Background: an optimization exercise with open tools, aiming at small area, a short achievable clock period and few clock cycles per item. Do not read the settings as production practice.
Power is estimated from default activity; no workload was simulated.

==> flow/design.v <==
module lfp16_mcu (
    input  wire        clk,
    input  wire        rst,         
    input  wire        cmd_valid,
    output wire        cmd_ready,
    input  wire [63:0] cmd,
    output reg         rsp_valid,
    input  wire        rsp_ready,
    output wire [63:0] rsp
);
    reg [3:0] cfg_f;
    reg       cfg_rmode;    
    wire [7:0]  op = cmd[63:56];
    wire [14:0] ma = cmd[14:0];
    wire [14:0] mb = cmd[46:32];
    wire        sa = cmd[15];
    wire        sb = cmd[47];
    wire [31:0] x  = cmd[31:0];
    wire z_rsv = ~|cmd[55:48];
    wire z_b   = ~|cmd[47:32];
    wire z_ahi = ~|cmd[31:16];
    wire mz_a  = ~|ma;
    wire mz_b  = ~|mb;
    wire a_zero = mz_a & ~sa;
    wire a_nar  = mz_a & sa;
    wire b_zero = z_b;
    wire b_nar  = mz_b & sb;
    wire ok_n   = z_rsv & z_b & z_ahi & a_zero;
    wire ok_u16 = z_rsv & z_b & z_ahi;
    wire ok_u32 = z_rsv & z_b;
    wire ok_b16 = z_rsv & z_ahi;
    wire hi0 = (op[7:4] == 4'h0);
    wire hi1 = (op[7:4] == 4'h1);
    wire hi2 = (op[7:4] == 4'h2);
    wire [3:0] lo = op[3:0];
    wire is_getcfg = hi0 & (lo == 4'h1);
    wire is_setf   = hi0 & (lo == 4'h2);
    wire is_setr   = hi0 & (lo == 4'h3);
    wire is_sqrt   = hi1 & (lo == 4'h3);
    wire legal_b16 = hi1 & (lo[3:1] == 3'd0) | hi2 & (lo <= 4'h4);
    wire legal_u16 = hi1 & (lo >= 4'h2) & (lo <= 4'h5);
    wire c_sqrt = ~op[5] & op[1] & op[0];
    wire c_inv  = ~op[5] & op[2];
    wire q_inv  = op[5] | op[0] | op[2];              
    wire q_a    = ~op[5] & (op[1] | op[2]);           
    wire r_bit  = cfg_rmode & ma[0] & ma[1];
    wire [14:0] q_src = q_a ? ma : mb;
    wire [14:0] p_val = c_inv  ? 15'h4000 :
                        c_sqrt ? {1'b0, ma[14:1]} : ma;
    wire [14:0] q_val = c_sqrt ? 15'h6000 : (q_src ^ {15{q_inv}});
    wire        c_in  = c_sqrt ? r_bit : q_inv;
    wire [16:0] t_ext = {1'b0, p_val, 1'b1} + {1'b0, q_val, c_in};
    wire [15:0] t     = t_ext[16:1];
    wire over  = t[15] & t[14];
    wire under = ~t[15] & ~t[14];
    wire z13_1 = ~|t[13:1];
    wire [14:0] m_cl;
    assign m_cl[14]   = t[15];
    assign m_cl[13:1] = (t[13:1] | {13{over}}) & {13{~under}};
    assign m_cl[0]    = t[0] | over | under | (~t[15] & z13_1);
    wire uses_b = ~op[1] & ~op[2];                    
    wire ar_nar  = a_nar | (uses_b & (b_nar | (op[0] & b_zero))) | (op[2] & a_zero);
    wire ar_zero = a_zero | (uses_b & ~op[0] & b_zero);
    wire ar_sign = uses_b ? (sa ^ sb) : (op[2] & sa);
    wire [15:0] r_arith = ar_nar  ? 16'h8000 :
                          ar_zero ? 16'h0000 : {ar_sign, m_cl};
    wire [15:0] r_neg   = {sa ^ ~mz_a, ma};
    wire ge_m = t[15];                                
    wire eq_m = (ma == mb);
    wire lt = (sa & ~sb) | (~sa & ~sb & ~ge_m) | (sa & sb & ge_m & ~eq_m);
    wire eq = ~(sa ^ sb) & eq_m;
    reg  c_bit;
    always @(*) begin
        case (lo[2:0])
            3'd0:    c_bit = eq;
            3'd1:    c_bit = lt | eq;
            3'd2:    c_bit = lt;
            3'd3:    c_bit = ~lt & ~eq;
            default: c_bit = ~lt;
        endcase
    end
    wire r_cmp = c_bit & ~a_nar & ~b_nar;
    wire [15:0] r_raw = op[5] ? {15'd0, r_cmp} :
                        op[4] ? ((op[2] & op[0]) ? r_neg : r_arith) :
                        op[1] ? 16'd0 : {7'd0, cfg_rmode, ~cfg_f, cfg_f};
    wire illegal = ~((legal_b16 & ok_b16) | (legal_u16 & ok_u16) |
                     (is_getcfg & ok_n) | ((is_setf | is_setr) & ok_u32));
    wire f_fmt  = is_setf & ok_u32 & ((x[3:0] < 4'd7) | (x[3:0] > 4'd11) | (|x[15:4]));
    wire f_rnd  = is_setr & ok_u32 & (|x[15:1]);
    wire f_neg  = is_sqrt & ok_u16 & sa & ~mz_a;
    wire [2:0] fault = illegal ? 3'd4 : f_neg ? 3'd3 : f_rnd ? 3'd2 : f_fmt ? 3'd1 : 3'd0;
    wire       nofault = ~illegal & ~f_neg & ~f_rnd & ~f_fmt;
    wire [15:0] res  = r_raw & {16{nofault}};
    wire notice = is_setf & ok_u32 & ~f_fmt;
    wire set_f  = notice;
    wire set_r  = is_setr & ok_u32 & ~f_rnd;
    assign cmd_ready = ~rsp_valid | rsp_ready;
    reg [15:0] r_res;
    reg [2:0]  r_fault;
    reg        r_notice;
    assign rsp = {28'd0, r_notice, r_fault, 16'd0, r_res};
    always @(posedge clk) begin
        if (rst) begin
            cfg_f     <= 4'd8;
            cfg_rmode <= 1'b0;
            rsp_valid <= 1'b0;
        end else begin
            rsp_valid <= cmd_valid | (rsp_valid & ~rsp_ready);
            if (cmd_valid & cmd_ready & set_f) cfg_f     <= x[3:0];
            if (cmd_valid & cmd_ready & set_r) cfg_rmode <= x[0];
        end
        if (cmd_ready) begin
            r_res    <= res;
            r_fault  <= fault;
            r_notice <= notice;
        end
    end
endmodule
export LEC_CHECK = 0
export CAP_MARGIN = 20
export CORE_MARGIN = 2
export CORE_UTILIZATION = 40
export SLEW_MARGIN = 20
create_clock -name core_clock -period 6.0 [get_ports {clk}]
run.sh (not shown) runs the stock make flow with config.mk's settings and CLKGATE_MAP_FILE= SYNTH_SCRIPT=/design/flow/synth_recipe.tcl, a recipe that flattens the netlist after the stock synthesis.
The starting point went through all stages and came out clean.
Rerun with:
--- a/flow/design.v
+++ b/flow/design.v
@@ -49,26 +49,23 @@
                         c_sqrt ? {1'b0, ma[14:1]} : ma;
     wire [14:0] q_val = c_sqrt ? 15'h6000 : (q_src ^ {15{q_inv}});
     wire        c_in  = c_sqrt ? r_bit : q_inv;
     wire [16:0] t_ext = {1'b0, p_val, 1'b1} + {1'b0, q_val, c_in};
     wire [15:0] t     = t_ext[16:1];
+    wire tz_hi = ~|t[13:1];
     wire over  = t[15] & t[14];
-    wire under = ~t[15] & ~t[14];
-    wire z13_1 = ~|t[13:1];
-    wire [14:0] m_cl;
-    assign m_cl[14]   = t[15];
-    assign m_cl[13:1] = (t[13:1] | {13{over}}) & {13{~under}};
-    assign m_cl[0]    = t[0] | over | under | (~t[15] & z13_1);
+    wire under = ~t[15] & (~t[14] | tz_hi);
+    wire [14:0] m_cl = ({t[15], t[13:0]} & {15{~under}}) | {15{over}} | {14'd0, under};
     wire uses_b = ~op[1] & ~op[2];                    
     wire ar_nar  = a_nar | (uses_b & (b_nar | (op[0] & b_zero))) | (op[2] & a_zero);
     wire ar_zero = a_zero | (uses_b & ~op[0] & b_zero);
     wire ar_sign = uses_b ? (sa ^ sb) : (op[2] & sa);
     wire [15:0] r_arith = ar_nar  ? 16'h8000 :
                           ar_zero ? 16'h0000 : {ar_sign, m_cl};
     wire [15:0] r_neg   = {sa ^ ~mz_a, ma};
     wire ge_m = t[15];                                
-    wire eq_m = (ma == mb);
+    wire eq_m = t[15] & ~t[14] & tz_hi & ~t[0];       
     wire lt = (sa & ~sb) | (~sa & ~sb & ~ge_m) | (sa & sb & ge_m & ~eq_m);
     wire eq = ~(sa ^ sb) & eq_m;
     reg  c_bit;
     always @(*) begin
         case (lo[2:0])
After rerunning:
- The changed run went through all stages and came out clean
- global-route usage goes down by 0.24 points
- register-to-register slack degrades by 0.19 ns
- cell count went up by a few percent
- utilization came out higher by 0.66 points
- via count goes up by a few percent
- hold slack improves by 0.025 ns
- power went up by roughly a tenth
- non-clock buffer count went up by 16
- setup slack got worse by 0.17 ns
- design area came out higher by a few percent
No run of this note included a check of the RTL's function; only the layout flow was run.

## port drivers added, routing unchanged
No port has a modelled driver above. Below, the same layouts with a new extraction and two added sets of constraints. Step 1 (the two cells are an assumption about what drives the block):
set clk [get_ports {clk}]
set_driving_cell -lib_cell sky130_fd_sc_hd__clkbuf_16 $clk
set_driving_cell -lib_cell sky130_fd_sc_hd__buf_2 [delete_from_list [all_inputs] $clk]
Step 2 adds t to the input delays and takes it off the output delays; t is the mean of the earliest and latest rising clock arrival at the registers after step 1. Input paths then give back, and output paths get back, about the clock's delay inside the block. a / b / c = ideal ports / drivers / drivers and shift; a / b = the first two.
| run | t, ns | setup slack, ns | hold slack, ns | worst setup path at the end | worst data-port slew with drivers (ns) |
|---|---|---|---|---|---|
| the first run | 0.295 | 0.427 / 0.417 / 0.122 | 0.520 / 0.520 / 0.520 | input to register | 0.05 |
| the second run | 0.284 | 0.258 / 0.253 / -0.031 | 0.545 / 0.545 / 0.545 | input to register | 0.04 |
Met with ideal ports but missed after step 2: setup timing in the second run. For the first run, which loses most, drivers alone change the setup slack by -0.010 ns; drivers and shift together by -0.305 ns.
